What follows belongs to an exercise in optimizing a design on an open flow for small area, a short achievable clock period and few clock cycles per item; a production flow would make more cautious choices. Function was checked by simulation only, so behaviour that the tests miss may differ from the original.

## hme_fsearch
module hme_fsearch (
    input  wire         clk,
    input  wire         rst,
    input  wire         start,
    input  wire [4:0]   grid_rows_m1,    
    input  wire [4:0]   grid_cols_m1,    
    output reg          busy,
    output reg          done,
    output wire         ref_req,
    output wire [8:0]   ref_y,
    output wire [8:0]   ref_x,
    input  wire [127:0] ref_row,
    output wire         tgt_req,
    output wire [8:0]   tgt_y,
    output wire [8:0]   tgt_x,
    input  wire [127:0] tgt_row,
    output reg          res_valid,
    output wire [4:0]   res_mb_row,
    output wire [4:0]   res_mb_col,
    output wire [4:0]   res_dy,
    output wire [4:0]   res_dx,
    output wire [15:0]  res_cost
);
For scale: ~2,200 cells after synthesis, ~280 flip-flops, roughly 350 I/O pins, about 21,000 um^2 of cells after synthesis.
Settings: LEC_CHECK=0, CAP_MARGIN=20, CORE_MARGIN=2, CORE_UTILIZATION=25, CTS_BUF_LIST=sky130_fd_sc_hd__clkbuf_8, CTS_CLUSTER_SIZE=20, PLACE_DENSITY=0.5, SLEW_MARGIN=20; clock period 22.0 ns.
standard.sh (not shown) runs the stock make flow with config.mk's settings and CLKGATE_MAP_FILE= SYNTH_SCRIPT=/design/flow/synth_recipe.tcl, a recipe that flattens the netlist after the stock synthesis.
==> flow/flow/run.sh <==
#!/bin/bash
# The standard layout, with the smallest buffer (buf_1) on the ports
# instead of the one buffer_ports picks by default.
set -euo pipefail
cd "$(dirname "$0")/.."
export BUFFER_PORTS_ARGS="-buffer_cell sky130_fd_sc_hd__buf_1"
bash standard.sh > standard.log 2>&1
The starting point completed without violations.
Testbench counts at the start, summed over its fixed seeds: cycles 202,040, mbs 298.
Change:
==> flow/run.sh (new file) <==
#!/bin/bash
# synth_recipe.tcl (not shown) runs the flow's synth.tcl, then flattens the netlist and writes it again
# the make line also repeats each setting of config.mk as NAME=value (left out here)
make -C /OpenROAD-flow-scripts/flow DESIGN_CONFIG=/design/flow/config.mk WORK_HOME=/design/flow/orfs CLKGATE_MAP_FILE= SYNTH_SCRIPT=/design/flow/synth_recipe.tcl finish
- CTS_BUF_LIST: sky130_fd_sc_hd__clkbuf_8 -> unset
- CTS_CLUSTER_SIZE: 20 -> unset
removed: flow/flow/run.sh
removed: flow/standard.sh
The changed run finished with timing, DRC and antenna clean.
Non-clock buffer count is lower by 1.
Die area does not change.
Cell count fell slightly.
Worst hold slack barely changes.
Core utilization rose by 2.5 points.
Sequential share of layout area shrinks by 1.8 points.
Change:
==> flow/flow/run.sh (new file) <==
#!/bin/bash
# The standard layout, with the smallest buffer (buf_1) on the ports
# instead of the one buffer_ports picks by default.
set -euo pipefail
cd "$(dirname "$0")/.."
export BUFFER_PORTS_ARGS="-buffer_cell sky130_fd_sc_hd__buf_1"
bash standard.sh > standard.log 2>&1
==> flow/standard.sh (new file) <==
#!/bin/bash
# synth_recipe.tcl (not shown) runs the flow's synth.tcl, then flattens the netlist and writes it again
# the make line also repeats each setting of config.mk as NAME=value (left out here)
make -C /OpenROAD-flow-scripts/flow DESIGN_CONFIG=/design/flow/config.mk WORK_HOME=/design/flow/orfs CLKGATE_MAP_FILE= SYNTH_SCRIPT=/design/flow/synth_recipe.tcl "${@:-finish}"
- CORE_UTILIZATION: 25 -> 50
- CTS_BUF_LIST: unset -> sky130_fd_sc_hd__clkbuf_4
- CTS_CLUSTER_SIZE: unset -> 12
- PLACE_DENSITY: 0.5 -> 0.65
removed: flow/run.sh
Routed wire length goes down by 6.4%.
Die area shrinks by 49%.
Register-to-register slack gets better by 0.23 ns.
Hold slack loses 0.012 ns.
Utilization climbs by 25 points.
Setup slack improved by 0.23 ns.
Change:
- CORE_UTILIZATION: 50 -> 25
- CTS_BUF_LIST: sky130_fd_sc_hd__clkbuf_4 -> unset
- CTS_CLUSTER_SIZE: 12 -> unset
- PLACE_DENSITY: 0.65 -> 0.5
Result: First-iteration DRC count fell by 3.9%; routed wire length goes up by 5.3%; cell area goes up by 4.4%.

-- afterwards: timing with drivers on the ports --
No port has a modelled driver above. Below, the same layouts with a new extraction and two added sets of constraints. Step 1, drivers: a clkbuf_16 drives clk and a buf_2 each remaining input, both assumed. Step 2, shift: input delay + t, output delay - t, t = (earliest + latest rising clock arrival at the registers) / 2. This alone moves slack from input paths to output paths. Slacks: ideal ports / drivers / drivers and shift; pairs: ideal ports / drivers.
| run | shift t [ns] | slack for setup (ns) | pins driven straight from the clock port |
|---|---|---|---|
| the first run | 0.684 | 14.701 / 14.701 / 14.353 | 1 |
| the second run | 0.601 | 14.320 / 14.320 / 13.894 | 1 |
| the third run | 0.758 | 14.554 / 14.554 / 14.402 | 1 |
| the fourth run | 0.617 | 14.702 / 14.702 / 14.397 | 1 |
After both steps setup and hold are still met in every run listed. For the second run, which loses most, drivers alone change the setup slack by 0.000 ns; drivers and shift together by -0.426 ns.
